Background: an optimization exercise with open tools, aiming at small area. Do not read the settings as production practice.
The RTL was checked by simulation tests, not by an equivalence proof against the original design.
No activity file was given, so power comes from the tool's default toggle rates.

==> design/flow/run.sh <==
#!/bin/bash
# synth_recipe.tcl (not shown) runs the flow's synth.tcl, then flattens the netlist and writes it again
# the make line also repeats each setting of config.mk as NAME=value (left out here)
make -C /OpenROAD-flow-scripts/flow DESIGN_CONFIG=/design/flow/config.mk WORK_HOME=/design/flow/orfs CLKGATE_MAP_FILE= SYNTH_SCRIPT=/design/flow/synth_recipe.tcl finish
==> design/flow/config.mk <==
export PLATFORM = sky130hd
export DESIGN_NAME = blatesbox_core
export DESIGN_NICKNAME = blatesbox_core
export VERILOG_FILES = /design/flow/design.v
export SDC_FILE = /design/flow/constraint.sdc
export NUM_CORES = 4
export LEC_CHECK = 0
export ABC_AREA = 1
export CAP_MARGIN = 20
export CORE_MARGIN = 2
export CORE_UTILIZATION = 40
export SLEW_MARGIN = 20
==> design/flow/constraint.sdc <==
create_clock -name core_clock -period 10.0 [get_ports {clk}]
set_input_delay 2.0000 -clock core_clock [delete_from_list [all_inputs] [get_ports {clk}]]
set_output_delay 2.0000 -clock core_clock [all_outputs]
set_load 0.01 [all_outputs]
==> design/flow/design.v <==
module blatesbox_core (
    input  wire       clk,
    input  wire       rst,
    input  wire       tick,
    input  wire       btn,
    input  wire [7:0] sample,
    output reg        disp_data,
    output reg        disp_clk,
    output reg        disp_latch,
    output wire       beep
);
    reg [4:0]  vel;
    reg [10:0] rd;
    reg [7:0]  fc, hc;
    reg [5:0]  bc;
    reg        rp;
    reg [2:0]  d0, d1;
    reg [7:0]  pat;
    reg        btn_q, epend, tpend, en;
    reg [3:0]  fs;
    reg [4:0]  fk;
    reg        sa;        
    reg [1:0]  sph;       
    reg [4:0]  sk;
    reg        sba;       
    reg [7:0]  a, b, c;
    reg [8:0]  q;         
    localparam F_INIT=4'd0, F_WREL=4'd1, F_ARM=4'd2, F_POLL=4'd3, F_DIE0=4'd4, F_DIE1=4'd5,
               F_MAP=4'd6, F_RL=4'd7, F_BEEP=4'd8, F_CLR=4'd9, F_DIE0B=4'd12, F_DIE1B=4'd13;
    wire busy     = (fs == F_DIE0B) || (fs == F_DIE1B);
    wire boundary = !sa && !busy;
    wire take_tick = boundary && tpend && en;
    wire take_edge = boundary && !take_tick && epend && en;
    wire fg_step  = busy || (boundary && !take_tick && !take_edge);
    wire fg_init = fg_step && fs == F_INIT;
    wire fg_wrel = fg_step && fs == F_WREL;
    wire fg_arm  = fg_step && fs == F_ARM;
    wire fg_poll = fg_step && fs == F_POLL;
    wire fg_die  = fg_step && (fs[3:1] == 3'b010 || fs[3:1] == 3'b110);
    wire fg_map  = fg_step && fs == F_MAP;
    wire fg_rl   = fg_step && fs == F_RL;
    wire fg_beep = fg_step && fs == F_BEEP;
    wire fg_clr  = fg_step && fs == F_CLR;
    wire die_face = (d0 != 3'd0);
    wire die_nbr  = fg_die && die_face;
    wire die_uni  = fg_die && !die_face;
    wire d0_23 = (d0 == 3'd2) || (d0 == 3'd3);
    wire d1_23 = (d1 == 3'd2) || (d1 == 3'd3);
    wire       inject = take_edge;
    wire [7:0] mix_a = inject ? (a ^ sample ^ {8{btn_q}}) : a;
    wire [7:0] a1 = mix_a + 8'h9D;
    wire [7:0] bs = b + a1;
    wire [7:0] b1 = {bs[6:0], bs[7]};
    wire [7:0] c1 = c + (b1 ^ {a1[2:0], a1[7:3]});
    wire [7:0] o1 = c1 ^ b1;
    wire       op_bits = die_nbr || fg_map;
    wire [1:0] bits_n = die_nbr ? 2'd2 : (fg_map ? ({1'b0, d0_23} + {1'b0, d1_23}) : 2'd0);
    reg  [8:0] qq;
    reg        refill;
    reg  [1:0] bv;
    integer i;
    always @* begin
        qq = q; refill = 1'b0; bv = 2'b00;
        for (i = 0; i < 2; i = i + 1) begin
            if (i < bits_n) begin
                if (qq[8:1] == 8'd0) begin
                    qq = {1'b1, o1};
                    refill = 1'b1;
                end
                bv[i] = qq[0];
                qq = {1'b0, qq[8:1]};
            end
        end
    end
    wire adv = inject || die_uni || (op_bits && refill);
    always @(posedge clk) begin
        if (fg_init) begin
            a <= 8'h10; b <= 8'h20; c <= 8'h30;
        end else if (adv) begin
            a <= a1; b <= b1; c <= c1;
        end
        if (fg_init)
            q <= 9'd1;
        else if (op_bits)
            q <= qq;
    end
    wire       uni_ok = (o1[7:2] != 6'b111111);
    wire [2:0] uni_face = (o1 % 8'd6) + 3'd1;
    reg [2:0] nbr;
    always @* begin
        case ({d0, bv})
            {3'd1, 2'd0}: nbr = 3'd2; {3'd1, 2'd1}: nbr = 3'd3; {3'd1, 2'd2}: nbr = 3'd4; {3'd1, 2'd3}: nbr = 3'd5;
            {3'd2, 2'd0}: nbr = 3'd1; {3'd2, 2'd1}: nbr = 3'd3; {3'd2, 2'd2}: nbr = 3'd4; {3'd2, 2'd3}: nbr = 3'd6;
            {3'd3, 2'd0}: nbr = 3'd1; {3'd3, 2'd1}: nbr = 3'd2; {3'd3, 2'd2}: nbr = 3'd5; {3'd3, 2'd3}: nbr = 3'd6;
            {3'd4, 2'd0}: nbr = 3'd1; {3'd4, 2'd1}: nbr = 3'd2; {3'd4, 2'd2}: nbr = 3'd5; {3'd4, 2'd3}: nbr = 3'd6;
            {3'd5, 2'd0}: nbr = 3'd1; {3'd5, 2'd1}: nbr = 3'd3; {3'd5, 2'd2}: nbr = 3'd4; {3'd5, 2'd3}: nbr = 3'd6;
            {3'd6, 2'd0}: nbr = 3'd2; {3'd6, 2'd1}: nbr = 3'd3; {3'd6, 2'd2}: nbr = 3'd4; {3'd6, 2'd3}: nbr = 3'd5;
            default: nbr = 3'bxxx;
        endcase
    end
    function [3:0] dots(input [2:0] f, input r);
        case (f)
            3'd1: dots = 4'b0001;
            3'd2: dots = r ? 4'b1000 : 4'b0010;
            3'd3: dots = r ? 4'b1001 : 4'b0011;
            3'd4: dots = 4'b1010;
            3'd5: dots = 4'b1011;
            3'd6: dots = 4'b1110;
            default: dots = 4'bxxxx;
        endcase
    endfunction
    wire r0 = bv[0];
    wire r1 = d0_23 ? bv[1] : bv[0];
    function [7:0] lf8(input [7:0] x);
        lf8 = {x[6:0], ^(x & 8'd184)};
    endfunction
    function [5:0] lf6(input [5:0] x);
        lf6 = {x[4:0], x[5] ^ x[4]};
    endfunction
    function [10:0] lf11(input [10:0] x);
        lf11 = {x[9:0], x[10] ^ x[8]};
    endfunction
    wire fc_zero  = (fc == 8'd1);
    wire do_blink = fc_zero && (vel == 5'd0) && (d0 != d1);
    wire do_blank = (hc == 8'd128);
    wire [7:0] hc_dec = do_blank ? 8'd0 : lf8(hc);
    wire bc_end = (bc == 6'd32);
    wire vel_nz   = (vel != 5'd0);
    wire roll_due = vel_nz && (rd[10:1] == 10'd0);
    wire [4:0] vel_roll = btn_q ? vel - 5'd1 : ((vel == 5'd16) ? 5'd16 : vel + 5'd1);
    reg  [10:0] rd_new;
    always @* begin
        case (vel_roll)
            5'd1, 5'd2, 5'd3, 5'd4, 5'd5: rd_new = 11'd1343;
            5'd6:  rd_new = 11'd168;
            5'd7:  rd_new = 11'd1798;
            5'd8:  rd_new = 11'd1576;
            5'd9:  rd_new = 11'd1126;
            5'd10: rd_new = 11'd169;
            5'd11: rd_new = 11'd846;
            5'd12: rd_new = 11'd1122;
            5'd13: rd_new = 11'd395;
            5'd14, 5'd15, 5'd16: rd_new = 11'd2012;
            5'd0: rd_new = 11'd0;
            default: rd_new = 11'bxxxxxxxxxxx;
        endcase
    end
    wire [4:0] vel_press = (vel == 5'd0) ? 5'd3 : ((vel >= 5'd13) ? 5'd16 : vel + 5'd3);
    wire       ev_blank = sa && (sph != 2'd1);
    wire [4:0] ev_k = sa ? sk : fk;
    wire       ev_go = sa || fg_rl;
    reg we_d, we_c, we_l, lvl;
    always @* begin
        we_d = 1'b0; we_c = 1'b0; we_l = 1'b0; lvl = 1'b0;
        if (ev_blank) begin
            if (ev_k < 5'd16) begin we_c = 1'b1; lvl = ~ev_k[0]; end
            else begin we_l = 1'b1; lvl = ~ev_k[0]; end
        end else begin
            if (ev_k < 5'd24) begin
                if (ev_k % 3 == 0) begin we_d = 1'b1; lvl = pat[ev_k / 3]; end
                else begin we_c = 1'b1; lvl = (ev_k % 3 == 1); end
            end else if (ev_k == 5'd26) begin we_d = 1'b1; lvl = 1'b0; end
            else begin we_l = 1'b1; lvl = ~ev_k[0]; end
        end
    end
    wire s_last = (sph == 2'd1) ? (sk == 5'd26) : (sk == 5'd17);
    assign beep = (bc != 6'd0);
    always @(posedge clk) begin
        btn_q <= btn;
        if (rst) begin
            vel <= 5'd0; rd <= 11'd0; fc <= 8'd1; hc <= 8'd0; bc <= 6'd0; rp <= 1'b0;
            d0 <= 3'd0; d1 <= 3'd0; pat <= 8'd0;
            epend <= 1'b0; tpend <= 1'b0; en <= 1'b0;
            fs <= F_INIT;
            sa <= 1'b0;
            disp_data <= 1'b0; disp_clk <= 1'b0; disp_latch <= 1'b0;
        end else begin
            if (take_tick) begin
                fc <= lf8(fc);
                hc <= hc_dec;
                bc <= bc_end ? 6'd0 : lf6(bc);
                rd <= roll_due ? rd_new : lf11(rd);
                if (roll_due) begin
                    vel <= vel_roll;
                    rp  <= 1'b1;
                    if (vel_roll == 5'd0) hc <= 8'd173;
                end
                sa  <= do_blink || do_blank;
                sph <= do_blink ? 2'd0 : 2'd2;
                sk  <= 5'd0;
                sba <= do_blink && do_blank;
            end
            if (sa) begin
                if (s_last) begin
                    sk <= 5'd0;
                    if (sph == 2'd0) sph <= 2'd1;
                    else if (sph == 2'd1 && sba) sph <= 2'd2;
                    else sa <= 1'b0;
                end else
                    sk <= sk + 5'd1;
            end
            if (take_edge && !btn_q) vel <= vel_press;
            if (fg_init) fs <= F_WREL;
            if (fg_wrel && btn_q) fs <= F_ARM;
            if (fg_arm) begin en <= 1'b1; fs <= F_POLL; end
            if (fg_poll && rp) fs <= F_DIE0;
            if (die_nbr) begin
                d0 <= d1; d1 <= nbr;
                fs <= fs[0] ? F_MAP : F_DIE1;
            end
            if (die_uni) begin
                if (uni_ok) begin
                    d0 <= d1; d1 <= uni_face;
                    fs <= fs[0] ? F_MAP : F_DIE1;
                end else
                    fs <= {2'b11, fs[1:0]};
            end
            if (fg_map) begin
                pat <= {dots(d1, r1), dots(d0, r0)};
                fs <= F_RL; fk <= 5'd0;
            end
            if (fg_rl) begin
                if (fk == 5'd26) fs <= F_BEEP;
                fk <= fk + 5'd1;
            end
            if (fg_beep) begin bc <= 6'd10; fs <= F_CLR; end
            if (fg_clr) begin rp <= 1'b0; fs <= F_POLL; end
            if (ev_go) begin
                if (we_d) disp_data  <= lvl;
                if (we_c) disp_clk   <= lvl;
                if (we_l) disp_latch <= lvl;
            end
            epend <= ((take_edge || fg_arm) ? 1'b0 : epend) || ((btn != btn_q) && en);
            tpend <= ((take_tick || fg_arm) ? 1'b0 : tpend) || (tick && en);
        end
    end
endmodule
==> flow_summary.toml <==
[finish]
final_util_pct = 43.9
antenna_cells = 0
syn_to_final_growth_pct = 7.86
final_common_cell = "nand2_1"
layout_common_cells = "220 x nand2_1, 149 x inv_1, 108 x nor2_1"
nNetsFinal = 1190
drive_gt1_share_pct = 7.50

[timing]
grt_setup_unrepaired = "false"
finalHoldViolCount = 0
fin_hold_ws_ps = 469
slew_violations = 0
setup_viol = 0
tns_ps = 0
max_slew_margin_pct = 31.1
worstMarginPinSlew_ps = 1030
fmax_mhz = 120
finClkSkew_ps = 10.9
period_needed_ps = 8350
fin_crit_sh_pct = 83.5

[setup_path]
cp.required_ps = 10260
crit_type = "input port to flip-flop"
crit_fanout = 5
end_kind = "flip-flop"
reg2reg_depth = 48
cpMaxStageDelayCell = "clkdlybuf4s50_1"
crit_arrival_ps = 8610
cp_slowest_stage_delay_ps = 410
startpoint_type = "input port"
crit_top_cell = "nand2_1"

[power_and_ir_drop]
p_per_area_nw_per_um2 = 113
vdd_drop_max_v = 0.0000745
power.total_uw = 966
p_leak_uw = 0.00365

[synthesis]
synthCells = 1143
yosysTopAreaCellShare_pct = 24.8
syn_area_per_cell_um2 = 6.91
synthFlopType = "dfxtp_1"
ys_types = 63
synthesis.area_um2 = 7900
async_flop_share_pct = 0
synth_nets = 1192
synth_area_leaders = "dfxtp_1 25%, nand2_1 10%, inv_1 7.1%"
yosys.area.top_type = "dfxtp_1"
ys_warn_count = 1
ys_ff_latch = 111
ys_seq_area_share_pct = 29.8
synth_edf_count = 13

[clocking]
path_clk_slew_ps = 80
root_buffer = "clkbuf_16"
post_cts_buffers = 0
cts_resized = 0
holdBufCountCts = 0
clock_latency_ps = 370
cts_buffers = 9
htree_levels = 3
cts_tree = "built"
cts_buffer_depth = 2
cts_sinks = 111

[grt]
grt-ovfl-total = 0
antenna_found_initial = 0
grt_pass1_vias = 6528
grt_pass1_wl_um = 30800
grt_max_degree = 38
grt_usage_pct = 18.1

[floorplan]
initial_utilization_pct = 40.7
num_io_pins = 16
die_area_um2 = 20900
core_area_um2 = 19400
die_y_um = 145
std_cell_rows = 51
die_w_um = 145

[drt]
ant_nets = 0
via_per_inst = 5.08
drt-wirelength-per-cell_um = 12.7
routed_wl_um = 17900
drt_iter0_markers = 352
vias = 7167
drc_errors = 0
dr.pass1.iters = 5

[job]
cap_violations = 0

[placement]
post-dp-hpwl_um = 13500
gp_congestion = 0.846
io_buffers = 15

[min_path]
hold_depth = 2
hp-class = "flip-flop to flip-flop"

[status]
status = "complete, no violations"
-- registers in the layout, summed over array words and instances, names as in the netlist, 4 cells and up --
register / flops
rd: 11
q: 9
a: 8
b: 8
c: 8
fc: 8
hc: 8
pat: 8
bc: 6
fk: 5
sk: 5
vel: 5
fs: 4
-- synthesized netlist by cell type, drive strengths merged, types with 8 or more instances --
cell and count:
a21oi 94, dfxtp 98, nor4 8, o22ai 8, nand2 232, nand3 72, ha 35, buf 10
nor2 119, edfxtp 13, xnor2 15, nand4 13, nor3 10, clkbuf 20, o21ai 120, or2 8
xor2 46, inv 156, a211oi 8, o211ai 8, a31oi 12
-- through the flow --
step	worst slack [ps]	instance area [um^2]	cells
4_1_cts	1700	8520	1411
3_3_place_gp	1580	8230	1395
3_5_place_dp	1320	8230	1395
5_1_grt	808	8520	1411
2_1_floorplan	2510	7900	1143
6_report	1650	8520	1411
-- per-layer routing --
layer / part of all wire [%] / GRT usage, % / vias up
li1: - / - / 3796
met1: 52 / 25.8 / 3267
met2: 45 / 28.7 / 88
met3: 2.5 / 2.85 / 16
met4: 1.1 / 4.19 / 0
met5: 0 / 0 / -
-- final timing paths --
| check | from | endpoint | slack [ps] |
|---|---|---|---|
| setup reg to reg | btn_q | d1[2] | 2800 |
| hold reg to reg | hc[1] | hc[1] | 470 |
| hold / removal | hc[1] | hc[1] | 470 |
| setup / recovery | sample[0] | d1[2] | 1650 |
-- cell type report --
class / instances / area, um^2
tap: 265 / 332
clock inverter: 7 / 62.6
sequential: 111 / 2350
fill: 2067 / 10900
clock buffer: 9 / 225
inverter: 160 / 603
multi-input combinational: 842 / 4780
timing repair buffer: 17 / 165
-- critical path, delay by kind of cell --
| family | cells | cell delay, ps |
|---|---|---|
| simple gates | 31 | 2860 |
| fa+ha+maj | 4 | 1140 |
| xor+xnor | 5 | 1130 |
| compound gates | 5 | 900 |
| buf+inv | 5 | 570 |
-- power by group --
| part | switching [uW] | total, uW | leakage, uW | internal [uW] |
|---|---|---|---|---|
| Sequential | 6.48 | 460 | 0.000912 | 454 |
| Clock | 187 | 362 | 0.000137 | 175 |
| Combinational | 94.9 | 144 | 0.00260 | 48.7 |
-- kinds of logic after synthesis --
kind of cell / count (synthesis) / synth area share [%]
AND/OR/NAND/NOR: 466 / 26.8
adder cells (fa/ha/maj): 37 / 6.05
flip-flops: 111 / 29.8
buffers and inverters: 190 / 9.74
XOR/XNOR: 61 / 7.29
AO/OA/AOI/OAI: 278 / 20.3

==> static timing again, ports no longer ideal <==
Ports are ideal in the flow. The routed layout listed here was re-timed in OpenROAD.
Step 1 assumes that a clkbuf_16 drives the clock port and a buf_2 every other input.
Step 2 moves the port delays by t, midway between the first and last clock arrival at a register: inputs arrive t later, outputs are due t later. That takes back most of the time a late clock gives input paths.
a / b / c = ideal ports / drivers / drivers and shift; a / b = the first two.
t (ns): 0.401
setup slack, ns: 1.654 / 1.675 / 1.273
worst setup path after step 2: input to register
clock arrival spread, ns: 0.012 / 0.011
After both steps setup and hold are still met in this run. For this run, drivers alone change the setup slack by +0.021 ns; drivers and shift together by -0.381 ns.
